This design comes from an exercise in tuning for small area on the open sky130 flow, not from production work.
RTL that was checked went through simulation tests only; none was proved equivalent to the original.
No functional check of the RTL was part of runs 1 and 2.
Power is estimated from default activity; no workload was simulated.

--- design.v ---
module tw_prim (
    input  wire       clk,
    input  wire       rst,
    input  wire [2:0] go,          
    input  wire       rep,         
    input  wire       cfg,         
    input  wire       rd,          
    input  wire [8:0] ld,          
    input  wire       ldok,        
    input  wire [1:0] scl_pin,
    input  wire [1:0] sda_pin,
    input  wire [1:0] speed,
    output wire       idle,        
    output reg        err,         
    output reg        arb,         
    output reg  [8:0] sh,
    output wire       ev_valid,
    input  wire       ev_ready,
    output reg  [2:0] ev_kind,
    output reg  [1:0] ev_pin,
    output wire [7:0] ev_arg,
    input  wire       smp_level
);
    localparam [2:0] EV_CFG = 3'd0, EV_LOW = 3'd1, EV_REL = 3'd2, EV_SMP = 3'd3, EV_WAIT = 3'd4;
    localparam [4:0]
        S_IDLE    = 5'd0,
        SR_RELSDA = 5'd1,  SR_W = 5'd2,  SR_RELSCL = 5'd3,
        SI_RELSDA = 5'd4,  SI_RELSCL = 5'd5,  SI_W = 5'd6,  SI_SMP = 5'd7,
        ST_W1 = 5'd8, ST_LOWSDA = 5'd9, ST_W2 = 5'd10, ST_LOWSCL = 5'd11, ST_W3 = 5'd12,
        SP_LOWSDA = 5'd13, SP_W1 = 5'd14, SP_RELSCL = 5'd15, SP_W2 = 5'd16, SP_RELSDA = 5'd17,
        SP_W3 = 5'd18,
        B_SDA = 5'd19, B_LOW1 = 5'd20, B_W1 = 5'd21, B_REL = 5'd22, B_WL = 5'd23, B_SMP = 5'd24,
        B_LOW2 = 5'd25, B_W2 = 5'd26,
        X_SCL = 5'd27,    
        X_SDA = 5'd28,    
        L_BYTE = 5'd29;   
    reg  [4:0] ps;
    reg        sw;            
    reg  [3:0] polls;
    reg  [3:0] bitn;
    assign idle = (ps == S_IDLE);
    wire fire = ev_valid & ev_ready;
    wire [7:0] s_delay = (speed == 2'd0) ? 8'd40 : (speed == 2'd1) ? 8'd20 :
                         (speed == 2'd2) ? 8'd10 : 8'd5;
    assign ev_arg = (ps == B_WL) ? {s_delay[6:0], 1'b0} : s_delay;
    reg evv;
    always @(*) begin
        evv     = 1'b1;
        ev_kind = EV_WAIT;
        ev_pin  = sda_pin;
        case (ps)
            SR_RELSDA, SI_RELSDA, SP_RELSDA:
                ev_kind = EV_REL;
            X_SDA:
                ev_kind = cfg ? EV_CFG : EV_REL;
            SR_RELSCL, SI_RELSCL, SP_RELSCL, B_REL:
                begin ev_kind = EV_REL; ev_pin = scl_pin; end
            X_SCL:
                begin ev_kind = cfg ? EV_CFG : EV_REL; ev_pin = scl_pin; end
            SI_SMP, B_SMP:
                ev_kind = EV_SMP;
            ST_LOWSDA, SP_LOWSDA:
                ev_kind = EV_LOW;
            ST_LOWSCL, B_LOW1, B_LOW2:
                begin ev_kind = EV_LOW; ev_pin = scl_pin; end
            B_SDA:
                ev_kind = sh[8] ? EV_REL : EV_LOW;
            SR_W, SI_W, ST_W1, ST_W2, ST_W3, SP_W1, SP_W2, SP_W3, B_W1, B_WL, B_W2: ;
            default: evv = 1'b0;
        endcase
        if (sw) begin
            ev_kind = EV_SMP;
            ev_pin  = scl_pin;
        end
    end
    assign ev_valid = evv | sw;
    wire bit8   = (bitn == 4'd8);
    wire smpbit = rd ^ bit8;                     
    wire [4:0] ps1 = ps + 5'd1;
    always @(posedge clk) begin
        if (sw) begin
            if (fire) begin
                if (smp_level) begin
                    sw <= 1'b0;
                end else if (polls == 4'd11) begin
                    sw  <= 1'b0;
                    err <= 1'b1;
                    ps  <= X_SCL;
                end else begin
                    polls <= polls + 4'd1;
                end
            end
        end else if (fire) begin
            ps <= ps1;
            case (ps)
                SR_RELSCL: begin ps <= ST_W1; sw <= 1'b1; polls <= 4'd0; end
                SI_SMP: begin
                    if (smp_level) begin
                        sw <= 1'b1; polls <= 4'd0;
                    end else begin
                        ps <= X_SCL; err <= 1'b1; arb <= 1'b1;
                    end
                end
                ST_W3:     ps <= X_SDA;
                SP_RELSCL, B_REL: begin sw <= 1'b1; polls <= 4'd0; end
                B_WL: begin
                    if (!smpbit) begin
                        ps <= B_LOW2;
                        if (!bit8)
                            sh <= {sh[7:0], 1'b0};
                    end
                end
                B_SMP:     sh <= {sh[7:0], smp_level};
                B_W2: begin
                    bitn <= bitn + 4'd1;
                    if (bit8)
                        ps <= rd ? X_SDA : S_IDLE;
                    else
                        ps <= B_SDA;
                end
                SP_W3, X_SDA: ps <= S_IDLE;
                default: ;
            endcase
        end
        if (ps == L_BYTE && ldok) begin
            ps   <= B_SDA;
            bitn <= 4'd0;
            sh   <= ld;
        end
        if (go != 3'd0) begin
            err <= 1'b0;
            arb <= 1'b0;
            case (go)
                3'd1:    ps <= rep ? SR_RELSDA : SI_RELSDA;
                3'd2:    ps <= SP_LOWSDA;
                3'd3:    ps <= L_BYTE;
                default: ps <= X_SCL;
            endcase
        end
        if (rst) begin
            ps <= S_IDLE;
            sw <= 1'b0;
        end
    end
endmodule
module tw_ring #(
    parameter W     = 8,
    parameter NLANE = 16,
    parameter AW    = 4
) (
    input  wire          clk,
    input  wire          ins,        
    input  wire [W-1:0]  din,
    input  wire [AW-1:0] rsel,       
    output wire [W-1:0]  dout
);
    reg [W-1:0] lane [0:NLANE-1];
    integer p;
    always @(posedge clk) begin
        lane[0] <= ins ? din : lane[NLANE-1];
        for (p = 1; p < NLANE; p = p + 1)
            lane[p] <= lane[p-1];
    end
    assign dout = lane[rsel];
endmodule
module tw_txring (
    input  wire       clk,
    input  wire       clr,         
    input  wire       we,
    input  wire [3:0] wsel,
    input  wire [7:0] wdata,
    output wire [8:0] lane0        
);
    reg  [8:0]  lane [0:15];
    wire [8:0]  wd = {1'b1, wdata};
    wire [15:0] sel;
    genvar g;
    for (g = 0; g < 16; g = g + 1) begin : gs
        assign sel[g] = we && (wsel == g);
    end
    integer p;
    always @(posedge clk) begin
        for (p = 0; p < 16; p = p + 1) begin
            if (p % 2 == 1)
                lane[p] <= ~(({9{sel[p]}} & wd) | ({9{~sel[p]}} & lane[p-1]));
            else if (p == 0)
                lane[p] <= ~(({9{sel[0]}} & ~wd) |
                             ({9{~sel[0]}} & {lane[15][8] | clr, lane[15][7:0]}));
            else
                lane[p] <= ~(({9{sel[p]}} & ~wd) | ({9{~sel[p]}} & lane[p-1]));
        end
    end
    assign lane0 = lane[0];
endmodule
module tw_master (
    input  wire        clk,
    input  wire        rst,
    input  wire        cmd_valid,
    output wire        cmd_ready,
    input  wire [31:0] cmd,
    output reg         done,
    output wire [7:0]  status,
    output reg  [7:0]  result,
    output wire        faulted,
    output wire [7:0]  fault_reason,
    input  wire        tx_we,
    input  wire [3:0]  tx_addr,
    input  wire [7:0]  tx_data,
    output wire        ev_valid,
    input  wire        ev_ready,
    output wire [2:0]  ev_kind,
    output wire [1:0]  ev_pin,
    output wire [7:0]  ev_arg,
    input  wire        smp_level,
    output reg         tw_init,
    output reg         tw_in_tx,
    output reg  [1:0]  tw_speed,
    input  wire [3:0]  rx_idx,
    output wire [7:0]  rx_data,
    output reg  [3:0]  dev_count,
    input  wire [2:0]  dl_idx,
    output wire [6:0]  dl_addr
);
    localparam [3:0] C_INIT = 4'h0, C_SPEED = 4'h1, C_START = 4'h2, C_STOP = 4'h3,
                     C_WB = 4'h4, C_RB = 4'h5, C_WBS = 4'h6, C_RBS = 4'h7,
                     C_SRW = 4'h8, C_SW = 4'h9, C_SR = 4'hA, C_SCAN = 4'hB, C_FREE = 4'hC;
    localparam [1:0] K_SRW = 2'd0, K_SW = 2'd1, K_SR = 2'd2, K_SCAN = 2'd3;
    localparam [3:0] ST_OK = 4'h0, ST_CONFLICT = 4'h1, ST_ARB = 4'h3, ST_LCS = 4'h4,
                     ST_NOACK = 4'h5, ST_OUTSIDE = 4'h9, ST_OOM = 4'hB;
    localparam [2:0] G_NONE = 3'd0, G_START = 3'd1, G_STOP = 3'd2, G_BYTE = 3'd3, G_FF = 3'd4;
    localparam [4:0]
        P_START = 5'b00000, P_SRW_S = 5'b00001,
        P_IDLE  = 5'b00100, P_CHK   = 5'b00101, P_SCAN_E = 5'b00110,
        P_STOP  = 5'b01000, P_SRW_P = 5'b01001, P_SCAN_P = 5'b01010,
        P_WB    = 5'b10000, P_RB    = 5'b10001, P_WBS    = 5'b10010, P_RBS = 5'b10011,
        P_SRW_A = 5'b10100, P_REG   = 5'b10101,
        P_CFG   = 5'b11000, P_FFNA  = 5'b11001;
    reg  [3:0] rot;           
    reg        init;          
    reg  [4:0] ph;
    reg  [1:0] op;
    reg  [7:0] opa;
    reg  [7:0] opb;           
    reg  [1:0] scl_pin;
    reg  [1:0] sda_pin;
    reg  [3:0] st;
    reg  [3:0] fr;
    wire clr = rst | init;
    wire [3:0] rot1 = rot + 4'd1;
    assign status       = {4'd0, st};
    assign fault_reason = {4'd0, fr};
    assign faulted      = |fr;
    assign cmd_ready    = (ph == P_IDLE) & ~faulted & ~init;
    wire [8:0] tx0;
    tw_txring u_tx (
        .clk(clk), .clr(clr), .we(tx_we & cmd_ready), .wsel(rot1 - tx_addr),
        .wdata(tx_data), .lane0(tx0)
    );
    wire [3:0] irot   = rot - opb[3:0];
    wire       txslot = (irot == 4'd0);          
    wire       rxslot = (irot == 4'd15);         
    wire       dlslot = (irot[2:0] == 3'd7);     
    reg  [2:0] go;
    reg  [8:0] ld;
    wire       p_idle, p_err, p_arb;
    wire [8:0] sh;
    tw_prim u_prim (
        .clk(clk), .rst(rst), .go(go),
        .rep(tw_in_tx & (ph != P_SRW_P) & (ph != P_SCAN_P)),
        .cfg(ph == P_CFG), .rd((ph == P_RB) || (ph == P_RBS)), .ld(ld),
        .ldok((ph != P_WBS) || txslot),
        .scl_pin(scl_pin), .sda_pin(sda_pin), .speed(tw_speed),
        .idle(p_idle), .err(p_err), .arb(p_arb), .sh(sh),
        .ev_valid(ev_valid), .ev_ready(ev_ready), .ev_kind(ev_kind), .ev_pin(ev_pin),
        .ev_arg(ev_arg), .smp_level(smp_level)
    );
    wire       rx_ins;
    wire [7:0] rx_out;
    tw_ring #(.W(8), .NLANE(16), .AW(4)) u_rx (
        .clk(clk), .ins(rx_ins | clr), .din(clr ? 8'd0 : sh[7:0]),
        .rsel(rot - rx_idx), .dout(rx_out)
    );
    assign rx_data = init ? 8'd0 : rx_out;
    wire       dl_ins;
    tw_ring #(.W(7), .NLANE(8), .AW(3)) u_dl (
        .clk(clk), .ins(dl_ins), .din(opa[6:0]),
        .rsel(rot[2:0] - dl_idx), .dout(dl_addr)
    );
    wire [7:0] c_a = cmd[23:16];
    wire [7:0] c_b = cmd[15:8];
    wire [7:0] c_c = cmd[7:0];
    wire [3:0] c_o = cmd[27:24];
    reg c_legal, c_reserved;
    always @(*) begin
        c_legal    = (cmd[31:28] == 4'h1) && (c_o <= C_FREE);
        c_reserved = 1'b0;
        case (c_o)
            C_INIT:             c_reserved = (c_c != 8'd0);
            C_SPEED:            c_reserved = (cmd[23:18] != 6'd0) || (cmd[15:0] != 16'd0);
            C_START, C_STOP, C_SCAN, C_FREE:
                                c_reserved = (cmd[23:0] != 24'd0);
            C_WB, C_WBS, C_RBS: c_reserved = (cmd[15:0] != 16'd0);
            C_RB:               c_reserved = (cmd[23:17] != 7'd0) || (cmd[15:0] != 16'd0);
            C_SRW:              c_reserved = (cmd[15:9] != 7'd0) || (c_c != 8'd0);
            C_SW, C_SR:         c_reserved = c_a[7] || (c_c != 8'd0);
            default:            c_reserved = 1'b0;
        endcase
    end
    wire c_needs_init = !(c_o == C_INIT || c_o == C_SPEED || c_o == C_STOP || c_o == C_FREE);
    wire c_byte_xfer  = (c_o[3:2] == 2'b01);
    wire c_len_op     = (c_o[3:1] == 3'b011);
    reg [3:0] c_fault;
    always @(*) begin
        if (!c_legal)                                  c_fault = 4'h1;
        else if (c_reserved)                           c_fault = 4'h2;
        else if (c_needs_init && !tw_init)             c_fault = 4'h3;
        else if (c_byte_xfer && !tw_in_tx)             c_fault = 4'h4;
        else if (c_len_op && c_a > 8'd16)              c_fault = 4'h9;
        else if (c_o == C_INIT && (c_a[7:2] != 6'd0 || c_b[7:2] != 6'd0))
                                                       c_fault = 4'h5;
        else if (c_o == C_INIT && c_a[1:0] == c_b[1:0]) c_fault = 4'h6;
        else                                           c_fault = 4'h0;
    end
    wire [4:0] opb1 = {1'b0, opb[3:0]} + 5'd1;
    wire last_i    = (opb1 == opa[4:0]);
    wire scan      = (op == K_SCAN);
    wire scan_last = (opa[6:0] == 7'h77);
    wire nack      = sh[0];
    wire accept    = cmd_valid & cmd_ready;
    wire at_end    = p_idle && (ph != P_IDLE);
    wire start_ph  = (ph[4:2] == 3'b000);
    wire stop_ph   = (ph[4:3] == 2'b01) || (ph == P_FFNA);
    wire son       = (op != K_SRW) || opb[0];    
    assign rx_ins = at_end && (ph == P_RBS) && !p_err && rxslot;
    assign dl_ins = at_end && (ph == P_SCAN_P) && !p_err && !dev_count[3] && dlslot;
    always @(*) begin
        case (ph)
            P_WB:    ld = {opa, 1'b1};
            P_RB:    ld = {8'hFF, opa[0]};
            P_WBS:   ld = {tx0[7:0], 1'b1};
            P_RBS:   ld = {8'hFF, last_i};
            P_SRW_A: ld = (op == K_SRW) ? {opa, 1'b1} : {opa[6:0], opa[7], 1'b1};
            default: ld = {opb, 1'b1};        
        endcase
    end
    reg [4:0] nph;       
    reg       fin;       
    always @(*) begin
        nph = ph;
        fin = 1'b0;
        go  = G_NONE;
        if (ph == P_IDLE) begin
            if (accept && c_fault == 4'h0) begin
                case (c_o)
                    C_INIT:  if (tw_init) fin = 1'b1;
                             else begin nph = P_CFG; go = G_FF; end
                    C_START: begin nph = P_START; go = G_START; end
                    C_STOP:  if (!tw_in_tx) fin = 1'b1;
                             else begin nph = P_STOP; go = G_STOP; end
                    C_WB:    begin nph = P_WB; go = G_BYTE; end
                    C_RB:    begin nph = P_RB; go = G_BYTE; end
                    C_WBS, C_RBS:
                             if (c_a == 8'd0) fin = 1'b1;
                             else if (c_o == C_WBS) nph = P_CHK;
                             else begin nph = P_RBS; go = G_BYTE; end
                    C_SRW, C_SW, C_SR, C_SCAN:
                             begin nph = P_SRW_S; go = G_START; end
                    default: fin = 1'b1;         
                endcase
            end
        end else if (ph == P_CHK) begin
            if (txslot) begin
                if (!tx0[8])
                    nph = P_IDLE;                
                else if (last_i) begin
                    nph = P_WBS; go = G_BYTE;
                end
            end
        end else if (at_end) begin
            case (ph)
                P_WBS:
                    if (p_err) fin = 1'b1;
                    else if (nack) begin nph = P_FFNA; go = G_FF; end
                    else if (last_i) fin = 1'b1;
                    else go = G_BYTE;
                P_RBS:
                    if (p_err || rxslot && last_i) fin = 1'b1;
                    else if (rxslot) go = G_BYTE;
                P_SRW_S:
                    if (p_err) fin = 1'b1;
                    else begin nph = P_SRW_A; go = G_BYTE; end
                P_SRW_A:
                    if (p_err) fin = 1'b1;
                    else if (nack) begin
                        if (son) begin nph = P_SRW_P; go = G_STOP; end
                        else fin = 1'b1;
                    end else begin
                        case (op)
                            K_SW:    begin nph = P_REG; go = G_BYTE; end
                            K_SR:    if (opa[7]) fin = 1'b1;
                                     else begin nph = P_REG; go = G_BYTE; end
                            K_SCAN:  begin nph = P_SCAN_P; go = G_STOP; end
                            default: fin = 1'b1;
                        endcase
                    end
                P_SRW_P:
                    if (!scan) fin = 1'b1;
                    else if (scan_last) nph = P_SCAN_E;
                    else begin nph = P_SRW_S; go = G_START; end
                P_REG:
                    if (p_err) fin = 1'b1;
                    else if (nack) begin nph = P_FFNA; go = G_FF; end
                    else if (op == K_SR) begin nph = P_SRW_S; go = G_START; end
                    else fin = 1'b1;
                P_SCAN_P:
                    if (p_err || dev_count[3]) fin = 1'b1;
                    else if (dlslot) begin
                        if (scan_last) nph = P_SCAN_E;
                        else begin nph = P_SRW_S; go = G_START; end
                    end
                default:
                    fin = 1'b1;      
            endcase
        end
        if (fin)
            nph = P_IDLE;
    end
    always @(posedge clk) begin
        rot <= rot1;
        if (rot == 4'd15)
            init <= 1'b0;
        done <= fin;
        ph   <= nph;
        if (ph == P_IDLE) begin
            if (accept) begin
                op  <= {c_o[1], c_o[0] & c_o[3]};    
                opa <= (c_o == C_SCAN) ? 8'h08 : c_a;
                opb <= c_b;
                fr  <= c_fault;
                if (c_fault == 4'h0 && nph != P_CHK)
                    st <= ST_OK;
                if (c_fault == 4'h0) begin
                    case (c_o)
                        C_INIT: begin
                            if (tw_init && !(c_a[1:0] == scl_pin && c_b[1:0] == sda_pin))
                                st <= ST_CONFLICT;
                            if (!tw_init) begin
                                scl_pin <= c_a[1:0];
                                sda_pin <= c_b[1:0];
                            end
                        end
                        C_SPEED: tw_speed <= c_a[1:0];
                        C_STOP:  if (!tw_in_tx) st <= ST_OUTSIDE;
                        C_SCAN, C_FREE: dev_count <= 4'd0;
                        default: ;
                    endcase
                end
            end
        end else if (ph == P_CHK) begin
            if (nph == P_IDLE)
                fr <= 4'hA;
            if (go == G_BYTE)
                st <= ST_OK;
            if (txslot)
                opb[3:0] <= last_i ? 4'd0 : opb1[3:0];
        end else if (at_end) begin
            tw_in_tx <= start_ph ? ~p_err : tw_in_tx & ~p_err & ~stop_ph;
            if (p_err && ph != P_SRW_P && ph != P_SCAN_E)
                st <= p_arb ? ST_ARB : ST_LCS;
            if (ph == P_FFNA || ph == P_SRW_P && !scan ||
                ph == P_SRW_A && !p_err && nack && !son)
                st <= ST_NOACK;
            if (ph == P_SCAN_P && !p_err && dev_count[3])
                st <= ST_OOM;
            if (scan && p_err && ph != P_SRW_P && ph != P_SCAN_E ||
                ph == P_SCAN_P && dev_count[3])
                dev_count <= 4'd0;
            else if (dl_ins)
                dev_count <= opb1[3:0];          
            if (go == G_BYTE && (ph == P_WBS || ph == P_RBS) || dl_ins)
                opb[3:0] <= opb1[3:0];
            if (go == G_START && stop_ph)
                opa[6:0] <= opa[6:0] + 7'd1;     
            if (go == G_START && ph == P_REG)
                opa[7] <= 1'b1;                  
            if ((ph == P_WB || ph == P_RB) && !p_err)
                result <= sh[7:0];
            if (ph == P_SCAN_E)
                result <= {4'd0, dev_count};
            if (ph == P_CFG) begin
                tw_speed <= 2'd1;
                tw_init  <= 1'b1;
            end
        end
        if (rst) begin
            rot       <= 4'd1;
            init      <= 1'b1;
            ph        <= P_IDLE;
            done      <= 1'b0;
            st        <= ST_OK;
            fr        <= 4'd0;
            result    <= 8'd0;
            tw_init   <= 1'b0;
            tw_in_tx  <= 1'b0;
            tw_speed  <= 2'd0;
            dev_count <= 4'd0;
        end
    end
endmodule
--- flow/run.sh ---
#!/bin/bash
# Own layout flow: the standard ORFS flow, with two changes to how the
# layout is made:
#  - technology mapping in synthesis uses ABC's area-oriented mapper (amap)
#    instead of ORFS's default ABC script (flip-flop mapping is unchanged);
#  - port buffers use sky130_fd_sc_hd__buf_1.
# Each tool's full output goes to a log file in the work folder.
set -euo pipefail
W=$(pwd)
rm -rf "$W/scripts_local"
cp -r "$FLOW_HOME/scripts" "$W/scripts_local"
cp "$W/flow/abc_area.script" "$W/scripts_local/abc_area.script"
export SCRIPTS_DIR="$W/scripts_local"
export BUFFER_PORTS_ARGS="-buffer_cell sky130_fd_sc_hd__buf_1"
export CTS_ARGS="-sink_clustering_enable -repair_clock_nets -sink_clustering_size 16 -sink_clustering_max_diameter 50 -dont_use_dummy_load -buf_list sky130_fd_sc_hd__clkbuf_8"
bash "$W/standard.sh" synth > "$W/synth.log" 2>&1
bash "$W/standard.sh" > "$W/layout.log" 2>&1
--- flow/abc_area.script ---
strash
dc2
dch -f
amap -F 10 -A 30
topo
--- standard.sh ---
#!/bin/bash
# synth_recipe.tcl (not shown) runs the flow's synth.tcl, then flattens the netlist and writes it again
# the make line also repeats each setting of config.mk as NAME=value (left out here)
make -C /OpenROAD-flow-scripts/flow DESIGN_CONFIG=/design/flow/config.mk WORK_HOME=/design/flow/orfs CLKGATE_MAP_FILE= SYNTH_SCRIPT=/design/flow/synth_recipe.tcl "${@:-finish}"
--- config.mk ---
export PLATFORM = sky130hd
export DESIGN_NAME = tw_master
export DESIGN_NICKNAME = tw_master
export VERILOG_FILES = /design/flow/design.v
export SDC_FILE = /design/flow/constraint.sdc
export NUM_CORES = 4
export LEC_CHECK = 0
export ABC_AREA = 1
export CAP_MARGIN = 20
export CORE_MARGIN = 2
export CORE_UTILIZATION = 40
export SLEW_MARGIN = 20
--- constraint.sdc ---
create_clock -name core_clock -period 10.0 [get_ports {clk}]
set_input_delay 2.0000 -clock core_clock [delete_from_list [all_inputs] [get_ports {clk}]]
set_output_delay 2.0000 -clock core_clock [all_outputs]
set_load 0.01 [all_outputs]
==> flow_metrics.env, run 1 <==
export IMPL_clock_latency_ns=0.65
export IMPL_worstPathRequired_ns=8.00
export IMPL_postCtsSetupRepairBufs=0
export IMPL_finalHoldViolCount=0
export IMPL_die_area_um2=39200
export IMPL_gr_usage_all_layers_pct=23.9
export IMPL_post_place_ws_ns=3.02
export IMPL_peakVddDrop_mv=0.0924
export IMPL_rows=71
export IMPL_top_level_ports=121
export IMPL_cp_max_fo=7
export IMPL_outcome="timing/DRC/antenna clean"
export IMPL_viasPerCell=5.72
export IMPL_hpwl_mm=33.8
export IMPL_maxCapViolCount=0
export IMPL_fin_ws_ns=2.97
export IMPL_setup_viol=0
export IMPL_startpoint="dl_idx[0]"
export IMPL_p_clk_share_pct=30.0
export IMPL_syn_avg_cell_area_um2=9.46
export IMPL_synth_async_reset_ratio_pct=0
export IMPL_ctsHoldBuffers=0
export IMPL_grt_max_degree=37
export IMPL_wl_mm=46.8
export IMPL_chipHeight_um=198
export IMPL_seqPwrFrac_pct=56.2
export IMPL_path_class="in -> out"
export IMPL_ys_warn_count=8
export IMPL_cts_resized=0
export IMPL_p_leak_uw=0.00578
export IMPL_critPathSlowestCell="nor3_1"
export IMPL_antenna_found_initial=0
export IMPL_synth_seq_cells=410
export IMPL_skew_ns=0.106
export IMPL_cts_tree="done"
export IMPL_start_kind="input pin"
export IMPL_cts_max_level=2
export IMPL_grt_pass1_vias=12300
export IMPL_r2r_setup_slack_ns=3.82
export IMPL_p_switching_uw=860
export IMPL_cts_root_buffer="clkbuf_8"
export IMPL_cts_buffers=43
export IMPL_internal_power_uw=2200
export IMPL_cts_buffer_depth=3
export IMPL_r2r_start="ph[2]"
export IMPL_wl_per_cell_um=20.7
export IMPL_gp_congestion=0.968
export IMPL_slew_viol_final=0
export IMPL_port_buffers=111
export IMPL_crit_family="simple AND/OR/NAND/NOR gates"
export IMPL_area_growth_pct=11.1
export IMPL_synth_edf_count=35
export IMPL_clock_sinks=410
export IMPL_vias=13000
export IMPL_cp_end_kind="output port"
export IMPL_min_period_ns=7.03
export IMPL_relSlewSlack_pct=26.2
export IMPL_tightest_slew_ns=1.10
export IMPL_synth_cells=1593
export IMPL_firstDrtPassIters=6
export IMPL_ys_seq_area_share_pct=56.8
export IMPL_clock_fmax_ghz=0.142
export IMPL_ys_flop_type="dfxtp_1"
export IMPL_synth_top_area_share_pct=49.8
export IMPL_synthTopCellsByArea="dfxtp_1 50%, edfxtp_1 7.0%, o22ai_1 6.9%"
export IMPL_fin_tns_setup_ns=0
export IMPL_ant_nets=0
export IMPL_core_area_um2=37400
export IMPL_start_util_pct=40.3
export IMPL_path_buf_inv=4
export IMPL_die_w_um=198
export IMPL_antenna_cells=0
export IMPL_layout_drive_gt1_share_pct=2.97
export IMPL_slowest_delay_ns=0.87
export IMPL_min_from="u_rx.lane[3][3]"
export IMPL_p_per_area_nw_per_um2=183
export IMPL_min_path_type="reg -> reg"
export IMPL_final_nets=1843
export IMPL_n_fill_cell=3722
export IMPL_synth_top_area_cell="dfxtp_1"
export IMPL_total_power_uw=3060
export IMPL_syn_cell_area_um2=15100
export IMPL_worstPathArrival_ns=5.03
export IMPL_drt_iter0_drc=1183
export IMPL_grt_pass1_wl_mm=71.7
export IMPL_grt_setup_unrepaired="no"
export IMPL_switching_share_pct=28.1
export IMPL_clkTransAtPathRegs_ns=0.09
export IMPL_path_cells="buf_1 > ha_1 > clkinv_1 > fa_1 > xnor2_1 > nor2_1 > a21oi_1 > clkinv_1 > nor3_1 > a222oi_1 > o2111ai_1 > buf_1"
export IMPL_synth_cell_types=51
export IMPL_p_comb_share_pct=13.8
export IMPL_fin_crit_sh_pct=70.3
export IMPL_grt_overflow=0
export IMPL_drc=0
==> placed cells by master, fill, tap and decap left out, types with 12 or more instances in the layout <==
cell       instances
nor3_1            67
a211oi_1          12
nand2_1           76
dfxtp_1          375
a221oi_1          17
clkinv_1         202
o21ai_0           82
o21a_1            12
o22ai_1          167
nand3_1           28
a21oi_1           57
o2111ai_1         15
ha_1              27
a22oi_1           41
edfxtp_1          35
nor2_1           219
clkbuf_8          43
buf_1            110
a31oi_1           19
a222oi_1          22
==> synthesized netlist by cell type (9+ instances only) <==
library cell,number
a222oi_1,22
nor3_1,68
nand3_1,28
o22ai_1,167
nand2_1,76
dfxtp_1,375
ha_1,27
buf_4,9
edfxtp_1,35
or3_1,10
a211oi_1,12
nor2_1,219
o21ai_0,82
a31oi_1,19
o2111ai_1,15
a22oi_1,41
clkinv_1,202
a221oi_1,17
o21a_1,12
a21oi_1,57
==> routing by layer <==
metal | part of all wire, % | GRT usage (%) | wire (µm)
met2 | 44 | 36.2 | 20400
met1 | 45 | 33.6 | 21200
met4 | 3.0 | 8.27 | 1380
met3 | 8.0 | 5.01 | 3730
met5 | 0 | 0 | 0
==> state kept, by name (all words and copies together), names as in the netlist, 2 cells and up <==
name,flops
u_tx.lane,144
u_rx.lane,128
u_dl.lane,56
u_prim.sh,9
opa,8
opb,8
result,8
ph,5
u_prim.ps,5
dev_count,4
fr,4
rot,4
st,4
u_prim.bitn,4
u_prim.polls,4
op,2
scl_pin,2
sda_pin,2
tw_speed,2
==> cell families (layout without fill, tap and decap cells) <==
group | after synthesis | in the layout | synth area share, %
and+or+nand+nor | 436 | 436 | 12.5
buffers and inverters | 211 | 363 | 5.48
AOI/OAI and AO/OA | 503 | 503 | 22.3
xor gates and xnor gates | 1 | 1 | 0.0582
adders and majority gates | 31 | 31 | 2.77
DFF | 410 | 410 | 56.8
other | 1 | 9 | 0.0249
==> worst paths after layout <==
kind,to,cells after the start
setup / recovery,dl_addr[3],12
hold / removal,u_rx.lane[4][3],0
setup reg to reg,fr[2],19
hold reg to reg,u_rx.lane[4][3],0
==> per-stage QoR <==
step                std cells  hold slack [ns]  cell area (µm²)  utilization (%)
CTS                      2264            0.308            16700             44.7
detailed placement       2221            0.336            16100             43.1
finish                   2264            0.297            16700             44.7
floorplan                1601            0.326            15100                -
global route             2264            0.309            16700             44.7
global placement         2221            0.331            16100             43.1
==> power by group through the flow <==
stage / registers [µW] / clock network, µW / logic [µW]
5_1_grt: 1730 / 1010 / 472
6_report: 1720 / 919 / 424
3_3_place_gp: 1760 / 0 / 414
3_5_place_dp: 1760 / 0 / 417
2_1_floorplan: 1750 / 0 / 283
4_1_cts: 1720 / 952 / 419
==> final cells by class <==
cell class	count	area, µm²	share of cell area (%)
multi-input combinational	980	5710	34.2
timing repair buffer	118	470	2.81
inverter	202	758	4.53
sequential	410	8560	51.1
clock buffer	43	592	3.54
tap	511	639	3.82
==> run 2: changes to the inputs <==
--- a/flow/run.sh
+++ b/flow/run.sh
@@ -13,5 +13,5 @@
 export SCRIPTS_DIR="$W/scripts_local"
 export BUFFER_PORTS_ARGS="-buffer_cell sky130_fd_sc_hd__buf_1"
-export CTS_ARGS="-sink_clustering_enable -repair_clock_nets -sink_clustering_size 16 -sink_clustering_max_diameter 50 -dont_use_dummy_load -buf_list sky130_fd_sc_hd__clkbuf_8"
+export CTS_ARGS="-sink_clustering_enable -repair_clock_nets -sink_clustering_size 30 -sink_clustering_max_diameter 60 -dont_use_dummy_load -buf_list {sky130_fd_sc_hd__clkbuf_8 sky130_fd_sc_hd__clkbuf_16}"
 bash "$W/standard.sh" synth > "$W/synth.log" 2>&1
 bash "$W/standard.sh" > "$W/layout.log" 2>&1
==> flow_metrics.env, run 2 <==
export IMPL_wl_per_cell_um=20.5
export IMPL_hpwl_mm=33.8
export IMPL_outcome="timing/DRC/antenna clean"
export IMPL_drc=0
export IMPL_grt_setup_unrepaired="no"
export IMPL_maxCapViolCount=0
export IMPL_cts_buffers=29
export IMPL_setup_viol=0
export IMPL_clock_fmax_ghz=0.142
export IMPL_synth_cells=1593
export IMPL_ys_seq_area_share_pct=56.8
export IMPL_start_util_pct=40.3
export IMPL_stdcell_area_um2=16900
export IMPL_syn_cell_area_um2=15100
export IMPL_critPathSlowestCell="nor3_1"
export IMPL_placed_cells=2221
export IMPL_clock_latency_ns=0.58
export IMPL_post_place_ws_ns=3.02
export IMPL_reg2regPathDepth=19
export IMPL_slowest_delay_ns=0.90
export IMPL_die_area_um2=39200
export IMPL_relSlewSlack_pct=23.0
export IMPL_grt_util_met3_pct=3.53
export IMPL_clock_sinks=410
export IMPL_holdWs_ns=0.297
export IMPL_layout_drive_gt1_share_pct=2.19
export IMPL_ys_flop_type="dfxtp_1"
export IMPL_viasPerCell=5.73
export IMPL_final_cells=2250
export IMPL_peakVddDrop_mv=0.130
export IMPL_cp_end_kind="output port"
export IMPL_largest_register_ffs=144
export IMPL_r2r_setup_slack_ns=3.70
export IMPL_cts_buffer_depth=3
export IMPL_synthTopCellsByArea="dfxtp_1 50%, edfxtp_1 7.0%, o22ai_1 6.9%"
export IMPL_worstPathRequired_ns=8.00
export IMPL_min_path_type="reg -> reg"
export IMPL_cts_resized=0
export IMPL_cts_tree="done"
export IMPL_cts_root_buffer="clkbuf_16"
export IMPL_reg_top3="u_tx.lane: 144 flops, u_rx.lane: 128 flops, u_dl.lane: 56 flops"
export IMPL_cts_max_level=1
export IMPL_wl_mm=46.1
export IMPL_synth_most_common_cell="dfxtp_1"
export IMPL_skew_ns=0.0485
export IMPL_syn_avg_cell_area_um2=9.46
export IMPL_cp_max_fo=7
export IMPL_hold_depth=0
export IMPL_antenna_found_initial=0
export IMPL_final_nets=1829
export IMPL_port_buffers=111
export IMPL_area_growth_pct=12.0
export IMPL_reg2reg_to="fr[2]"
export IMPL_worstPathArrival_ns=5.06
export IMPL_synth_edf_count=35
export IMPL_synth_top_area_cell="dfxtp_1"
export IMPL_drt_iter0_drc=1193
export IMPL_met2_usage_pct=36.0
export IMPL_start_kind="input pin"
export IMPL_crit_family="simple AND/OR/NAND/NOR gates"
export IMPL_synth_cell_types=51
export IMPL_antenna_cells=0
export IMPL_synth_async_reset_ratio_pct=0
export IMPL_worstHoldEndpoint="u_rx.lane[5][7]"
export IMPL_die_w_um=198
export IMPL_vias=12900
export IMPL_firstDrtPassIters=8
export IMPL_min_from="u_rx.lane[4][7]"
export IMPL_busiest_layer="met2"
export IMPL_slew_viol_final=0
export IMPL_p_leak_uw=0.00583
export IMPL_rows=71
export IMPL_layout_common_cells="375 x dfxtp_1, 219 x nor2_1, 202 x clkinv_1, 167 x o22ai_1, 110 x buf_1"
export IMPL_core_area_um2=37400
export IMPL_path_cells="buf_1 > ha_1 > clkinv_1 > fa_1 > xnor2_1 > nor2_1 > a21oi_1 > clkinv_1 > nor3_1 > a222oi_1 > o2111ai_1 > buf_1"
export IMPL_clkTransAtPathRegs_ns=0.11
export IMPL_gr_usage_all_layers_pct=23.3
export IMPL_min_period_ns=7.06
export IMPL_final_common_cell="dfxtp_1"
export IMPL_path_class="in -> out"
export IMPL_fin_tns_setup_ns=0
export IMPL_path_buf_inv=4
export IMPL_grt_use_met1_pct=33.5
export IMPL_placed_cell_area_um2=16100
export IMPL_synth_top_area_share_pct=49.8
export IMPL_chipHeight_um=198
export IMPL_grt_overflow=0
export IMPL_ys_warn_count=8
export IMPL_ant_nets=0
export IMPL_top_level_ports=121
export IMPL_tightest_slew_ns=1.15
export IMPL_synthTopCellsByCount="375 x dfxtp_1, 219 x nor2_1, 202 x clkinv_1"
export IMPL_p_per_area_nw_per_um2=189
export IMPL_crit_cells=12
export IMPL_fin_crit_sh_pct=70.6
export IMPL_ctsHoldBuffers=0
export IMPL_finalHoldViolCount=0
export IMPL_gp_congestion=0.968
export IMPL_grt_max_degree=37
export IMPL_postCtsSetupRepairBufs=0
export IMPL_fin_ws_ns=2.94
export IMPL_grt_pass1_wl_mm=70.7
export IMPL_top_register="u_tx.lane"
export IMPL_r2r_start="ph[2]"
export IMPL_synth_seq_cells=410
export IMPL_grt_pass1_vias=12200
## run 2: stage by stage
| stage | power [µW] | utilization (%) |
|---|---|---|
| floorplan | 2030 | - |
| global placement | 2170 | 43.1 |
| detailed placement | 2180 | 43.1 |
| CTS | 3200 | 45.1 |
| global route | 3310 | 45.1 |
| finish | 3180 | 45.1 |
## run 2: layer usage
metal  vias up  wire length (µm)
met2       530             20200
li1       6134                 -
met5         -                 0
met4         0              1400
met3        89              3220
met1      6132             21400
## run 2: worst reg2reg max path, cell delays in order (launching register included)
cell      delay, ns
dfxtp_1        0.55
clkinv_1       0.34
nor4_1         0.35
buf_4          0.24
clkinv_1       0.14
nor2_1         0.11
buf_4          0.32
clkinv_1       0.57
nor3_1         0.50
nand2_1        0.32
clkinv_1       0.30
nand2_1        0.13
o22ai_1        0.36
clkinv_1       0.22
o21ai_0        0.16
o21ai_0        0.17
o41ai_1        0.92
clkinv_1       0.25
a21oi_1        0.20
nor2_1         0.05
## run 2: worst max-delay path by stage
| stage | from | to | slack (ns) |
|---|---|---|---|
| after floorplan | rx_idx[1] | rx_data[0] | 3.90 |
| after global placement | dl_idx[0] | dl_addr[0] | 3.09 |
| after detailed placement | dl_idx[0] | dl_addr[3] | 3.02 |
| after CTS | dl_idx[0] | dl_addr[5] | 2.95 |
| after global routing | dl_idx[0] | dl_addr[0] | 2.69 |
| final | dl_idx[0] | dl_addr[3] | 2.94 |
## run 2: area by class of cell
cell class                      instances  area (µm²)
Clock buffer                           29         726
Inverter                              202         758
Fill cell                            3688       20500
Tap cell                              511         639
Multi-Input combinational cell        980        5710
Timing Repair Buffer                  118         470
Sequential cell                       410        8560
## run 2: logic make-up (layout without fill, tap and decap cells)
| kind of cell | after synthesis | after routing | synth area share, % |
|---|---|---|---|
| AOI/OAI and AO/OA | 503 | 503 | 22.3 |
| and+or+nand+nor | 436 | 436 | 12.5 |
| DFF | 410 | 410 | 56.8 |
| buffers and inverters | 211 | 349 | 5.48 |
| adders and majority gates | 31 | 31 | 2.77 |
| other | 1 | 9 | 0.0249 |
| xor gates and xnor gates | 1 | 1 | 0.0582 |
## run 2: power by group
| group | leakage (µW) | internal (µW) | switching, µW |
|---|---|---|---|
| sequential | 0.00348 | 1690 | 30.9 |
| combinational | 0.00199 | 132 | 293 |
| clock | 0.000357 | 508 | 527 |
| total | 0.00583 | 2330 | 851 |
==> run 3: changes to the inputs <==
--- a/design.v
+++ b/design.v
@@ -37,6 +37,6 @@
     reg  [4:0] ps;
     reg        sw;            
-    reg  [3:0] polls;
-    reg  [3:0] bitn;
+    reg  [3:0] polls;         
+    reg  [3:0] bitn;          
     assign idle = (ps == S_IDLE);
     wire fire = ev_valid & ev_ready;
@@ -75,5 +75,5 @@
     end
     assign ev_valid = evv | sw;
-    wire bit8   = (bitn == 4'd8);
+    wire bit8   = (bitn == 4'd5);               
     wire smpbit = rd ^ bit8;                     
     wire [4:0] ps1 = ps + 5'd1;
@@ -83,10 +83,10 @@
                 if (smp_level) begin
                     sw <= 1'b0;
-                end else if (polls == 4'd11) begin
+                end else if (polls == 4'd15) begin       
                     sw  <= 1'b0;
                     err <= 1'b1;
                     ps  <= X_SCL;
                 end else begin
-                    polls <= polls + 4'd1;
+                    polls <= {polls[2:0], polls[3] ^ polls[2]};
                 end
             end
@@ -94,8 +94,8 @@
             ps <= ps1;
             case (ps)
-                SR_RELSCL: begin ps <= ST_W1; sw <= 1'b1; polls <= 4'd0; end
+                SR_RELSCL: begin ps <= ST_W1; sw <= 1'b1; polls <= 4'd1; end
                 SI_SMP: begin
                     if (smp_level) begin
-                        sw <= 1'b1; polls <= 4'd0;
+                        sw <= 1'b1; polls <= 4'd1;
                     end else begin
                         ps <= X_SCL; err <= 1'b1; arb <= 1'b1;
@@ -103,5 +103,5 @@
                 end
                 ST_W3:     ps <= X_SDA;
-                SP_RELSCL, B_REL: begin sw <= 1'b1; polls <= 4'd0; end
+                SP_RELSCL, B_REL: begin sw <= 1'b1; polls <= 4'd1; end
                 B_WL: begin
                     if (!smpbit) begin
@@ -113,5 +113,5 @@
                 B_SMP:     sh <= {sh[7:0], smp_level};
                 B_W2: begin
-                    bitn <= bitn + 4'd1;
+                    bitn <= {bitn[2:0], bitn[3] ^ bitn[2]};
                     if (bit8)
                         ps <= rd ? X_SDA : S_IDLE;
@@ -125,5 +125,5 @@
         if (ps == L_BYTE && ldok) begin
             ps   <= B_SDA;
-            bitn <= 4'd0;
+            bitn <= 4'd1;
             sh   <= ld;
         end
--- a/flow/run.sh
+++ b/flow/run.sh
@@ -13,5 +13,5 @@
 export SCRIPTS_DIR="$W/scripts_local"
 export BUFFER_PORTS_ARGS="-buffer_cell sky130_fd_sc_hd__buf_1"
-export CTS_ARGS="-sink_clustering_enable -repair_clock_nets -sink_clustering_size 30 -sink_clustering_max_diameter 60 -dont_use_dummy_load -buf_list {sky130_fd_sc_hd__clkbuf_8 sky130_fd_sc_hd__clkbuf_16}"
+export CTS_ARGS="-sink_clustering_enable -repair_clock_nets -sink_clustering_size 10 -sink_clustering_max_diameter 40 -dont_use_dummy_load -buf_list sky130_fd_sc_hd__clkbuf_4"
 bash "$W/standard.sh" synth > "$W/synth.log" 2>&1
 bash "$W/standard.sh" > "$W/layout.log" 2>&1
==> flow_metrics.env, run 3 <==
export IMPL_clock_latency_ns=0.76
export IMPL_reg_top3="u_tx.lane: 144 flops, u_rx.lane: 128 flops, u_dl.lane: 56 flops"
export IMPL_relSlewSlack_pct=30.9
export IMPL_ctsHoldBuffers=0
export IMPL_fin_tns_setup_ns=0
export IMPL_register_area_um2=8560
export IMPL_final_nets=1865
export IMPL_min_period_ns=7.04
export IMPL_area_growth_pct=9.83
export IMPL_drt_iter0_drc=1246
export IMPL_cp_end_kind="output port"
export IMPL_cp_max_fo=7
export IMPL_ys_seq_area_share_pct=56.9
export IMPL_synthTopCellsByArea="dfxtp_1 50%, o22ai_1 7.1%, edfxtp_1 7.0%"
export IMPL_worstPathArrival_ns=5.04
export IMPL_placed_cell_area_um2=16100
export IMPL_tightest_slew_ns=1.03
export IMPL_slew_viol_final=0
export IMPL_top_register="u_tx.lane"
export IMPL_setup_viol=0
export IMPL_cts_buffer_depth=3
export IMPL_start_util_pct=40.3
export IMPL_multi_input_area_um2=5680
export IMPL_p_comb_share_pct=13.2
export IMPL_cts_tree="done"
export IMPL_hpwl_mm=33.2
export IMPL_syn_cell_area_um2=15000
export IMPL_outcome="timing/DRC/antenna clean"
export IMPL_stdcell_area_um2=16500
export IMPL_cts_resized=0
export IMPL_grt_overflow=0
export IMPL_synth_top_area_cell="dfxtp_1"
export IMPL_min_from="u_dl.lane[5][4]"
export IMPL_skew_ns=0.114
export IMPL_fin_crit_sh_pct=70.4
export IMPL_gr_usage_all_layers_pct=22.9
export IMPL_p_per_area_nw_per_um2=172
export IMPL_seqPwrFrac_pct=60.4
export IMPL_final_common_cell="dfxtp_1"
export IMPL_p_switching_uw=784
export IMPL_vias=12800
export IMPL_cts_max_level=2
export IMPL_rows=71
export IMPL_gp_congestion=0.903
export IMPL_synth_cells=1599
export IMPL_largest_register_ffs=144
export IMPL_path_class="in -> out"
export IMPL_maxCapViolCount=0
export IMPL_drc=0
export IMPL_layout_drive_gt1_share_pct=3.83
export IMPL_core_area_um2=37300
export IMPL_synth_top_area_share_pct=49.9
export IMPL_synth_async_reset_ratio_pct=0
export IMPL_syn_avg_cell_area_um2=9.41
export IMPL_switching_share_pct=27.6
export IMPL_synth_seq_cells=410
export IMPL_n_fill_cell=3718
export IMPL_grt_pass1_vias=12300
export IMPL_grt_setup_unrepaired="no"
export IMPL_firstDrtPassIters=6
export IMPL_min_path_type="reg -> reg"
export IMPL_ys_flop_type="dfxtp_1"
export IMPL_p_clk_share_pct=26.4
export IMPL_wl_per_cell_um=20.1
export IMPL_clock_fmax_ghz=0.142
export IMPL_cts_buffers=54
export IMPL_synth_most_common_cell="dfxtp_1"
export IMPL_viasPerCell=5.70
export IMPL_start_kind="input pin"
export IMPL_synth_edf_count=35
export IMPL_peakVddDrop_mv=0.0655
export IMPL_die_w_um=198
export IMPL_synthTopCellsByCount="375 x dfxtp_1, 223 x nor2_1, 204 x clkinv_1"
export IMPL_grt_pass1_wl_mm=69.5
export IMPL_clock_sinks=410
export IMPL_die_area_um2=39200
export IMPL_cts_root_buffer="clkbuf_4"
export IMPL_clkTransAtPathRegs_ns=0.10
export IMPL_synth_cell_types=55
export IMPL_r2r_start="ph[2]"
export IMPL_antenna_found_initial=1
export IMPL_grt_max_degree=37
export IMPL_finalHoldViolCount=0
export IMPL_wl_mm=45.2
export IMPL_startpoint="dl_idx[0]"
export IMPL_worstPathRequired_ns=8.00
export IMPL_ant_nets=0
export IMPL_top_level_ports=121
export IMPL_port_buffers=111
export IMPL_p_leak_uw=0.00583
export IMPL_layout_common_cells="375 x dfxtp_1, 223 x nor2_1, 204 x clkinv_1, 171 x o22ai_1, 110 x buf_1"
export IMPL_internal_power_uw=2060
export IMPL_postCtsSetupRepairBufs=0
export IMPL_chipHeight_um=198
export IMPL_ys_warn_count=8
export IMPL_holdWs_ns=0.294
-- run 3: path summary, 6_finish.rpt --
check	slack, ns	endpoint	cells after the start
max	2.96	dl_addr[2]	13
min	0.29	u_dl.lane[6][4]	0
max reg2reg	4.21	opb[0]	14
min reg2reg	0.29	u_dl.lane[6][4]	0
-- run 3: cells by family after synthesis --
group | Yosys count | share of synthesized area, %
adder cells (fa/ha/maj) | 30 | 2.69
buffers and inverters | 213 | 5.54
AO/OA/AOI/OAI | 484 | 21.6
XOR/XNOR | 1 | 0.0582
flip-flops | 410 | 56.9
other | 1 | 0.0249
AND/OR/NAND/NOR | 460 | 13.2
-- run 3: final cells by class --
type,count,share of cell area (%)
antenna,1,0.0151
clock buffer,54,2.45
inverter,204,4.63
multi-input combinational,984,34.4
sequential,410,51.8
tap,474,3.59
timing repair buffer,124,3.12
-- run 3: critical path, stage by stage --
cell       delay [ns]
buf_1            0.07
ha_1             0.14
clkinv_1         0.07
fa_1             0.37
xnor2_1          0.24
nor2_1           0.06
a21oi_1          0.38
clkinv_1         0.21
nor3_1           0.77
a222oi_1         0.27
o2111ai_1        0.16
o21a_1           0.15
buf_1            0.15
-- run 3: power by group through the flow --
stage	combinational [µW]	sequential, µW	clock, µW
after floorplan	245	1740	0
after global placement	366	1760	0
after detailed placement	370	1750	0
after CTS	371	1720	779
after global routing	414	1720	846
final	374	1720	750
-- run 3: stage by stage --
stage / instances / utilization [%] / power (µW) / setup WS (ns)
floorplan: 1607 / - / 1990 / 3.82
global placement: 2196 / 43.2 / 2120 / 3.04
detailed placement: 2196 / 43.2 / 2120 / 2.83
CTS: 2250 / 44.3 / 2870 / 2.84
global route: 2251 / 44.3 / 2980 / 2.52
finish: 2251 / 44.3 / 2840 / 2.96
-- run 3: layer usage --
metal	share of wire [%]	track usage, %	vias up
met5	0	0	-
met1	46	32.6	6062
met4	2.5	7.52	0
li1	-	-	6190
met2	44	35.2	491
met3	7.4	4.16	86
==> run 4: changes to the inputs <==
--- a/flow/run.sh
+++ b/flow/run.sh
@@ -4,5 +4,6 @@
 #  - technology mapping in synthesis uses ABC's area-oriented mapper (amap)
 #    instead of ORFS's default ABC script (flip-flop mapping is unchanged);
-#  - port buffers use sky130_fd_sc_hd__buf_1.
+#  - port buffers use sky130_fd_sc_hd__buf_1;
+#  - clock tree: small clusters of clkbuf_4 leaves, no dummy loads.
 # Each tool's full output goes to a log file in the work folder.
 set -euo pipefail
--- a/config.mk
+++ b/config.mk
@@ -9,4 +9,4 @@
 export CAP_MARGIN = 20
 export CORE_MARGIN = 2
-export CORE_UTILIZATION = 40
+export CORE_UTILIZATION = 60
 export SLEW_MARGIN = 20
==> flow_metrics.env, run 4 <==
export IMPL_outcome="timing/DRC/antenna clean"
export IMPL_cts_resized=0
export IMPL_r2r_start="ph[2]"
export IMPL_top_register="u_tx.lane"
export IMPL_synth_top_area_cell="dfxtp_1"
export IMPL_area_growth_pct=8.49
export IMPL_hpwl_mm=31.3
export IMPL_die_w_um=162
export IMPL_setup_viol=0
export IMPL_p_per_area_nw_per_um2=172
export IMPL_port_buffers=111
export IMPL_crit_family="compound AO/OA/AOI/OAI gates"
export IMPL_grt_setup_unrepaired="no"
export IMPL_top_level_ports=121
export IMPL_layout_common_cells="375 x dfxtp_1, 223 x nor2_1, 204 x clkinv_1, 171 x o22ai_1, 110 x buf_1"
export IMPL_holdWs_ns=0.344
export IMPL_core_area_um2=24500
export IMPL_ant_nets=0
export IMPL_min_period_ns=6.89
export IMPL_final_common_cell="dfxtp_1"
export IMPL_peakVddDrop_mv=0.142
export IMPL_chipHeight_um=162
export IMPL_grt_max_degree=37
export IMPL_die_area_um2=26400
export IMPL_worstPathArrival_ns=4.89
export IMPL_register_area_um2=8560
export IMPL_tightest_slew_ns=1.17
export IMPL_clkTransAtPathRegs_ns=0.10
export IMPL_startpoint="dl_idx[0]"
export IMPL_synth_area_mux_share_pct=0
export IMPL_reg_top3="u_tx.lane: 144 flops, u_rx.lane: 128 flops, u_dl.lane: 56 flops"
export IMPL_path_class="in -> out"
export IMPL_path_buf_inv=4
export IMPL_ys_seq_area_share_pct=56.9
export IMPL_cts_root_buffer="clkbuf_4"
export IMPL_start_kind="input pin"
export IMPL_clock_fmax_ghz=0.145
export IMPL_start_util_pct=61.5
export IMPL_fin_tns_setup_ns=0
export IMPL_synth_cell_types=55
export IMPL_path_cells="buf_1 > ha_1 > clkinv_1 > fa_1 > xnor2_1 > nor2_1 > a21oi_1 > clkinv_1 > nor3_1 > a222oi_1 > o2111ai_1 > o21a_1 > buf_1"
export IMPL_antenna_found_initial=1
export IMPL_gp_congestion=0.965
export IMPL_cp_max_fo=7
export IMPL_clock_latency_ns=0.70
export IMPL_relSlewSlack_pct=19.9
export IMPL_rows=57
export IMPL_placed_cells=2046
export IMPL_synth_most_common_cell="dfxtp_1"
export IMPL_firstDrtPassIters=25
export IMPL_cts_buffer_depth=3
export IMPL_cts_max_level=2
export IMPL_p_leak_uw=0.00581
export IMPL_worstPathRequired_ns=8.00
export IMPL_min_path_type="reg -> reg"
export IMPL_synth_top_area_share_pct=49.9
export IMPL_synth_xor_area_share_pct=0.0582
export IMPL_ctsHoldBuffers=0
export IMPL_synth_fa_ha_area_share_pct=2.69
export IMPL_grt_overflow=0
export IMPL_wl_per_cell_um=20.5
export IMPL_n_fill_cell=2033
export IMPL_min_from="u_rx.lane[11][6]"
export IMPL_grt_pass1_vias=12300
export IMPL_synth_simple_area_share_pct=13.2
export IMPL_vias=13200
export IMPL_synthTopCellsByCount="375 x dfxtp_1, 223 x nor2_1, 204 x clkinv_1"
export IMPL_ys_flop_type="dfxtp_1"
export IMPL_ys_warn_count=8
export IMPL_layout_drive_gt1_share_pct=3.72
export IMPL_multi_input_area_um2=5690
export IMPL_slowest_delay_ns=0.71
export IMPL_slew_viol_final=0
export IMPL_final_nets=1862
export IMPL_drt_iter0_drc=1380
export IMPL_synth_cells=1599
export IMPL_maxCapViolCount=0
export IMPL_synth_top_family_by_area="compound AO/OA/AOI/OAI gates"
export IMPL_clock_sinks=410
export IMPL_largest_register_ffs=144
export IMPL_final_cells=2099
export IMPL_synth_compound_area_share_pct=21.6
export IMPL_viasPerCell=6.30
export IMPL_finalHoldViolCount=0
export IMPL_syn_avg_cell_area_um2=9.41
export IMPL_grt_pass1_wl_mm=66.4
export IMPL_wl_mm=43.1
export IMPL_critPathSlowestCell="nor3_1"
export IMPL_gr_usage_all_layers_pct=32.1
export IMPL_cts_tree="done"
export IMPL_cp_end_kind="output port"
export IMPL_fin_crit_sh_pct=68.9
export IMPL_synthTopCellsByArea="dfxtp_1 50%, o22ai_1 7.1%, edfxtp_1 7.0%"
export IMPL_drc=0
export IMPL_cts_buffers=51
export IMPL_syn_cell_area_um2=15000
export IMPL_synth_edf_count=35
export IMPL_synth_seq_cells=410
export IMPL_synth_async_reset_ratio_pct=0
export IMPL_postCtsSetupRepairBufs=0
export IMPL_skew_ns=0.0998
## run 4: cell counts after synthesis
No cell type changed its count.
## run 4: logic make-up after synthesis
| family | count (synthesis) |
|---|---|
| fa+ha+maj | 30 |
| compound gates | 484 |
| simple gates | 460 |
| buf+inv | 213 |
| other cells | 1 |
| xor+xnor | 1 |
| flops | 410 |
## run 4: final timing paths
path | endpoint | slack [ns] | cells after the start
max | dl_addr[2] | 3.11 | 13
min | u_rx.lane[12][6] | 0.34 | 0
max reg2reg | opb[0] | 4.36 | 16
min reg2reg | u_rx.lane[12][6] | 0.34 | 0
## run 4: per-layer routing
metal	wire length, µm	track usage [%]	vias to the layer above
met5	0	0	-
met4	1290	11.2	0
met3	4110	5.14	109
met2	18600	48.2	797
met1	19100	47.1	6123
li1	-	-	6196
## run 4: final cells by class
cell class                      count  share of cell area (%)
Clock buffer                       51                    2.35
Timing Repair Buffer              124                    3.16
Tap cell                          324                    2.48
Sequential cell                   410                    52.4
Inverter                          204                    4.69
Multi-Input combinational cell    984                    34.9
Antenna cell                        2                  0.0307
## run 4: through the flow
stage          setup WS (ns)  cell area [µm²]  utilization [%]  power (µW)
2_1_floorplan           3.82            15100                -        1990
3_3_place_gp            3.23            15900             65.1        2110
3_5_place_dp            3.14            15900             65.1        2110
4_1_cts                 3.14            16300             66.7        2820
5_1_grt                 2.78            16300             66.7        2930
6_report                3.11            16300             66.7        2810
## run 4: power breakdown
group          switching [µW]  internal (µW)  leakage (µW)
clock network             491            234      0.000235
logic                     252            119       0.00211
registers                29.0           1690       0.00347
total                     772           2040       0.00581
==> run 5: changes to the inputs <==
--- a/config.mk
+++ b/config.mk
@@ -9,4 +9,4 @@
 export CAP_MARGIN = 20
 export CORE_MARGIN = 2
-export CORE_UTILIZATION = 60
+export CORE_UTILIZATION = 40
 export SLEW_MARGIN = 20
==> flow_metrics.env, run 5 <==
export IMPL_clock_fmax_ghz=0.142
export IMPL_gr_usage_all_layers_pct=22.9
export IMPL_cts_resized=0
export IMPL_critPathSlowestCell="nor3_1"
export IMPL_cp_max_fo=7
export IMPL_synthTopCellsByArea="dfxtp_1 50%, o22ai_1 7.1%, edfxtp_1 7.0%"
export IMPL_placed_cell_area_um2=16100
export IMPL_stdcell_area_um2=16500
export IMPL_tightest_slew_ns=1.03
export IMPL_top_level_ports=121
export IMPL_min_path_type="reg -> reg"
export IMPL_path_buf_inv=4
export IMPL_p_per_area_nw_per_um2=172
export IMPL_die_area_um2=39200
export IMPL_start_util_pct=40.3
export IMPL_cts_buffers=54
export IMPL_synthTopCellsByCount="375 x dfxtp_1, 223 x nor2_1, 204 x clkinv_1"
export IMPL_ctsHoldBuffers=0
export IMPL_wl_met3_mm=3.33
export IMPL_synth_top_area_cell="dfxtp_1"
export IMPL_firstDrtPassIters=6
export IMPL_grt_pass1_wl_mm=69.5
export IMPL_highest_layer="met4"
export IMPL_grt_max_degree=37
export IMPL_chipHeight_um=198
export IMPL_finalHoldViolCount=0
export IMPL_ys_seq_area_share_pct=56.9
export IMPL_vias=12800
export IMPL_reg_top3="u_tx.lane: 144 flops, u_rx.lane: 128 flops, u_dl.lane: 56 flops"
export IMPL_slew_viol_final=0
export IMPL_viasPerCell=5.70
export IMPL_min_period_ns=7.04
export IMPL_layout_drive_gt1_share_pct=3.83
export IMPL_grt_overflow=0
export IMPL_slowest_delay_ns=0.77
export IMPL_final_common_cell="dfxtp_1"
export IMPL_peakVddDrop_mv=0.0655
export IMPL_outcome="timing/DRC/antenna clean"
export IMPL_synth_async_reset_ratio_pct=0
export IMPL_wl_met1_mm=21.0
export IMPL_fin_crit_sh_pct=70.4
export IMPL_synth_seq_cells=410
export IMPL_top_register="u_tx.lane"
export IMPL_worstPathRequired_ns=8.00
export IMPL_synth_most_common_cell="dfxtp_1"
export IMPL_die_w_um=198
export IMPL_worstPathArrival_ns=5.04
export IMPL_setup_viol=0
export IMPL_cts_tree="done"
export IMPL_clkTransAtPathRegs_ns=0.10
export IMPL_postCtsSetupRepairBufs=0
export IMPL_largest_register_ffs=144
export IMPL_syn_avg_cell_area_um2=9.41
export IMPL_core_area_um2=37300
export IMPL_clock_sinks=410
export IMPL_synth_top_area_share_pct=49.9
export IMPL_fin_tns_setup_ns=0
export IMPL_final_nets=1865
export IMPL_wl_per_cell_um=20.1
export IMPL_syn_cell_area_um2=15000
export IMPL_gp_congestion=0.903
export IMPL_cts_buffer_depth=3
export IMPL_cp_end_kind="output port"
export IMPL_start_kind="input pin"
export IMPL_grt_pass1_vias=12300
export IMPL_ant_nets=0
export IMPL_hpwl_mm=33.2
export IMPL_area_growth_pct=9.83
export IMPL_maxCapViolCount=0
export IMPL_synth_cells=1599
export IMPL_ys_flop_type="dfxtp_1"
export IMPL_clock_latency_ns=0.76
export IMPL_wl_mm=45.2
export IMPL_port_buffers=111
export IMPL_drt_iter0_drc=1246
export IMPL_rows=71
export IMPL_drc=0
export IMPL_relSlewSlack_pct=30.9
export IMPL_multi_input_area_um2=5680
export IMPL_synth_cell_types=55
export IMPL_path_cells="buf_1 > ha_1 > clkinv_1 > fa_1 > xnor2_1 > nor2_1 > a21oi_1 > clkinv_1 > nor3_1 > a222oi_1 > o2111ai_1 > o21a_1 > buf_1"
export IMPL_n_fill_cell=3718
export IMPL_cts_root_buffer="clkbuf_4"
export IMPL_ys_warn_count=8
export IMPL_grt_setup_unrepaired="no"
export IMPL_layout_common_cells="375 x dfxtp_1, 223 x nor2_1, 204 x clkinv_1, 171 x o22ai_1, 110 x buf_1"
export IMPL_routed_wl_met2_mm=19.7
export IMPL_p_leak_uw=0.00583
export IMPL_crit_family="compound AO/OA/AOI/OAI gates"
export IMPL_synth_edf_count=35
export IMPL_register_area_um2=8560
export IMPL_cts_max_level=2
export IMPL_antenna_found_initial=1
export IMPL_skew_ns=0.114
export IMPL_path_class="in -> out"
==> run 5: cell counts after synthesis <==
Identical to the previous run, type by type.
==> run 5: power by group <==
group / switching [µW] / total [µW] / internal, µW
Combinational: 252 / 374 / 122
Clock: 504 / 750 / 247
Sequential: 28.3 / 1720 / 1690
Total: 784 / 2840 / 2060
==> run 5: area by class of cell <==
cell class                      instances  share of cell area, %
Multi-Input combinational cell        984                   34.4
Sequential cell                       410                   51.8
Tap cell                              474                   3.59
Clock buffer                           54                   2.45
Antenna cell                            1                 0.0151
Inverter                              204                   4.63
Timing Repair Buffer                  124                   3.12
==> run 5: worst paths after layout <==
check	start	cells after the start	slack, ns	endpoint
setup / recovery	dl_idx[0]	13	2.96	dl_addr[2]
hold / removal	u_dl.lane[5][4]	0	0.29	u_dl.lane[6][4]
setup reg to reg	ph[2]	14	4.21	opb[0]
hold reg to reg	u_dl.lane[5][4]	0	0.29	u_dl.lane[6][4]
==> run 5: cells by family (layout without fill, tap and decap cells) <==
family                     Yosys count  count (layout)  synth area share, %
AOI/OAI and AO/OA                  484             484                 21.6
xor gates and xnor gates             1               1               0.0582
adders and majority gates           30              30                 2.69
buffers and inverters              213             382                 5.54
DFF                                410             410                 56.9
other                                1              10               0.0249
and+or+nand+nor                    460             460                 13.2
==> run 5: worst register-to-register path, cell delays in order (launching register included) <==
cell	delay (ns)
dfxtp_1	0.49
nand2_1	0.17
nor3_1	0.68
clkinv_1	0.53
nor2_1	0.26
clkinv_1	0.41
nor3_1	0.33
and2_0	0.47
nand2_1	0.26
nor2_1	0.18
o21ai_0	0.12
o21ai_0	0.26
nand2_1	0.16
or3_1	0.43
a311oi_1	0.64
==> run 5: per-layer routing <==
metal / GRT usage (%) / vias up
li1: - / 6190
met1: 32.6 / 6062
met2: 35.2 / 491
met3: 4.16 / 86
met4: 7.52 / 0
met5: 0 / -
==> run 5: per-stage QoR <==
stage / setup WS [ns] / utilization [%] / total power [µW] / cells / hold slack (ns)
floorplan: 3.82 / - / 1990 / 1607 / 0.326
global placement: 3.04 / 43.2 / 2120 / 2196 / 0.333
global route: 2.52 / 44.3 / 2980 / 2251 / 0.294
finish: 2.96 / 44.3 / 2840 / 2251 / 0.294
CTS: 2.84 / 44.3 / 2870 / 2250 / 0.295
detailed placement: 2.83 / 43.2 / 2120 / 2196 / 0.338
==> run 6: changes to the inputs <==
--- a/flow/run.sh
+++ b/flow/run.sh
@@ -14,5 +14,5 @@
 export SCRIPTS_DIR="$W/scripts_local"
 export BUFFER_PORTS_ARGS="-buffer_cell sky130_fd_sc_hd__buf_1"
-export CTS_ARGS="-sink_clustering_enable -repair_clock_nets -sink_clustering_size 10 -sink_clustering_max_diameter 40 -dont_use_dummy_load -buf_list sky130_fd_sc_hd__clkbuf_4"
+export CTS_ARGS="-sink_clustering_enable -repair_clock_nets -sink_clustering_size 18 -sink_clustering_max_diameter 45 -dont_use_dummy_load -buf_list sky130_fd_sc_hd__clkbuf_8"
 bash "$W/standard.sh" synth > "$W/synth.log" 2>&1
 bash "$W/standard.sh" > "$W/layout.log" 2>&1
--- a/config.mk
+++ b/config.mk
@@ -9,4 +9,4 @@
 export CAP_MARGIN = 20
 export CORE_MARGIN = 2
-export CORE_UTILIZATION = 40
+export CORE_UTILIZATION = 60
 export SLEW_MARGIN = 20
==> flow_metrics.env, run 6 <==
export IMPL_outcome="timing/DRC/antenna clean"
export IMPL_reg2reg_to="opb[3]"
export IMPL_synth_edf_count=35
export IMPL_synth_xor_area_share_pct=0.0582
export IMPL_synth_async_reset_ratio_pct=0
export IMPL_cts_buffer_depth=3
export IMPL_worstHoldEndpoint="u_dl.lane[1][3]"
export IMPL_peakVddDrop_mv=0.143
export IMPL_layout_drive_gt1_share_pct=2.90
export IMPL_cts_resized=0
export IMPL_clock_fmax_ghz=0.145
export IMPL_synth_seq_cells=410
export IMPL_synth_most_common_cell="dfxtp_1"
export IMPL_slew_viol_final=0
export IMPL_hpwl_mm=31.3
export IMPL_drt_iter0_drc=1615
export IMPL_p_per_area_nw_per_um2=177
export IMPL_cp_end_kind="output port"
export IMPL_maxCapViolCount=0
export IMPL_synthTopCellsByArea="dfxtp_1 50%, o22ai_1 7.1%, edfxtp_1 7.0%"
export IMPL_cts_tree="done"
export IMPL_relSlewSlack_pct=23.0
export IMPL_postCtsSetupRepairBufs=0
export IMPL_final_nets=1847
export IMPL_grt_max_degree=37
export IMPL_r2r_setup_slack_ns=4.31
export IMPL_rows=57
export IMPL_die_w_um=162
export IMPL_start_util_pct=61.5
export IMPL_ys_seq_area_share_pct=56.9
export IMPL_grt_setup_unrepaired="no"
export IMPL_final_common_cell="dfxtp_1"
export IMPL_ys_warn_count=8
export IMPL_hold_depth=0
export IMPL_min_path_type="reg -> reg"
export IMPL_cp_max_fo=7
export IMPL_die_area_um2=26400
export IMPL_syn_cell_area_um2=15000
export IMPL_cts_max_level=2
export IMPL_fin_util_pct=67.2
export IMPL_synthTopCellsByCount="375 x dfxtp_1, 223 x nor2_1, 204 x clkinv_1"
export IMPL_clock_sinks=410
export IMPL_layout_common_cells="375 x dfxtp_1, 223 x nor2_1, 204 x clkinv_1, 171 x o22ai_1, 110 x buf_1"
export IMPL_synth_cell_types=55
export IMPL_fin_crit_sh_pct=69.1
export IMPL_skew_ns=0.0810
export IMPL_reg_top3="u_tx.lane: 144 flops, u_rx.lane: 128 flops, u_dl.lane: 56 flops"
export IMPL_clkTransAtPathRegs_ns=0.10
export IMPL_fin_tns_setup_ns=0
export IMPL_gr_usage_all_layers_pct=32.0
export IMPL_drc=0
export IMPL_min_period_ns=6.91
export IMPL_antenna_found_initial=0
export IMPL_core_area_um2=24500
export IMPL_synth_area_mux_share_pct=0
export IMPL_grt_overflow=0
export IMPL_area_growth_pct=9.22
export IMPL_worstPathArrival_ns=4.91
export IMPL_gp_congestion=0.965
export IMPL_wl_per_cell_um=20.6
export IMPL_tightest_slew_ns=1.13
export IMPL_wl_mm=43.0
export IMPL_cts_root_buffer="clkbuf_8"
export IMPL_grt_pass1_wl_mm=66.2
export IMPL_reg2regPathDepth=16
export IMPL_viasPerCell=6.29
export IMPL_chipHeight_um=162
export IMPL_port_buffers=111
export IMPL_holdWs_ns=0.325
export IMPL_synth_fa_ha_area_share_pct=2.69
export IMPL_firstDrtPassIters=6
## run 6: cell counts after synthesis
Identical to the previous run, type by type.
## run 6: cell families (layout without fill, tap and decap cells)
logic type      after synthesis  in the layout
compound gates              484            484
flops                       410            410
simple gates                460            460
buf+inv                     213            364
xor+xnor                      1              1
other cells                   1             10
fa+ha+maj                    30             30
## run 6: final cells by class
type / count / area [µm²]
Sequential cell: 410 / 8560
Clock buffer: 36 / 495
Multi-Input combinational cell: 984 / 5690
Tap cell: 324 / 405
Timing Repair Buffer: 124 / 515
Antenna cell: 1 / 2.50
Inverter: 204 / 766
Fill cell: 2015 / 8030
## run 6: worst max path at each step
| stage | startpoint | to | depth (start not counted) |
|---|---|---|---|
| CTS | dl_idx[0] | dl_addr[3] | 13 |
| global placement | dl_idx[0] | dl_addr[3] | 13 |
| detailed placement | dl_idx[0] | dl_addr[3] | 13 |
| global route | dl_idx[0] | dl_addr[2] | 13 |
| floorplan | dl_idx[0] | dl_addr[2] | 11 |
| finish | dl_idx[0] | dl_addr[2] | 13 |
## run 6: power breakdown
group / switching [µW] / internal, µW / total (µW)
Clock: 489 / 323 / 812
Sequential: 29.3 / 1690 / 1720
Combinational: 251 / 119 / 370
Total: 769 / 2130 / 2900
## run 6: metal layers
| metal | global-route usage (%) | routed length (µm) | share of wire, % | up-vias |
|---|---|---|---|---|
| li1 | - | - | - | 6156 |
| met1 | 47.2 | 19200 | 45 | 6139 |
| met2 | 48.4 | 18800 | 44 | 705 |
| met3 | 4.99 | 3770 | 8.8 | 93 |
| met4 | 10.2 | 1140 | 2.7 | 0 |
| met5 | 0 | 0 | 0 | - |
## run 6: through the flow
stage | cells | instance area, µm²
6_report | 2083 | 16400
2_1_floorplan | 1607 | 15100
5_1_grt | 2082 | 16400
4_1_cts | 2082 | 16400
3_5_place_dp | 2046 | 15900
3_3_place_gp | 2046 | 15900
## run 6: critical path: stages
cell       delay (ns)
buf_1            0.07
ha_1             0.15
clkinv_1         0.07
fa_1             0.38
xnor2_1          0.21
nor2_1           0.06
a21oi_1          0.35
clkinv_1         0.19
nor3_1           0.73
a222oi_1         0.26
o2111ai_1        0.15
o21a_1           0.15
buf_1            0.14

[port drivers added, routing unchanged]
The flow's constraints put no driver on any port. The routed layouts listed below were extracted and timed again, unchanged, in two steps.
Step 1 sets driving cells, clkbuf_16 on the clock port and buf_2 on the other inputs (assumed; they add their load-dependent delay and slew).
Step 2, shift: input delay + t, output delay - t, t = (earliest + latest rising clock arrival at the registers) / 2. This alone moves slack from input paths to output paths.
a / b / c = no drivers / after step 1 / after step 2; a / b = the first two.
run	t, ns	slack for setup (ns)
run 1	0.647	2.970 / 2.946 / 2.946
run 2	0.625	2.939 / 2.914 / 2.914
run 3	0.744	2.956 / 2.929 / 2.929
run 4	0.692	3.108 / 3.086 / 3.086
run 5	0.744	2.956 / 2.929 / 2.929
run 6	0.571	3.089 / 3.067 / 3.067
After both steps every run listed still meets setup and hold.
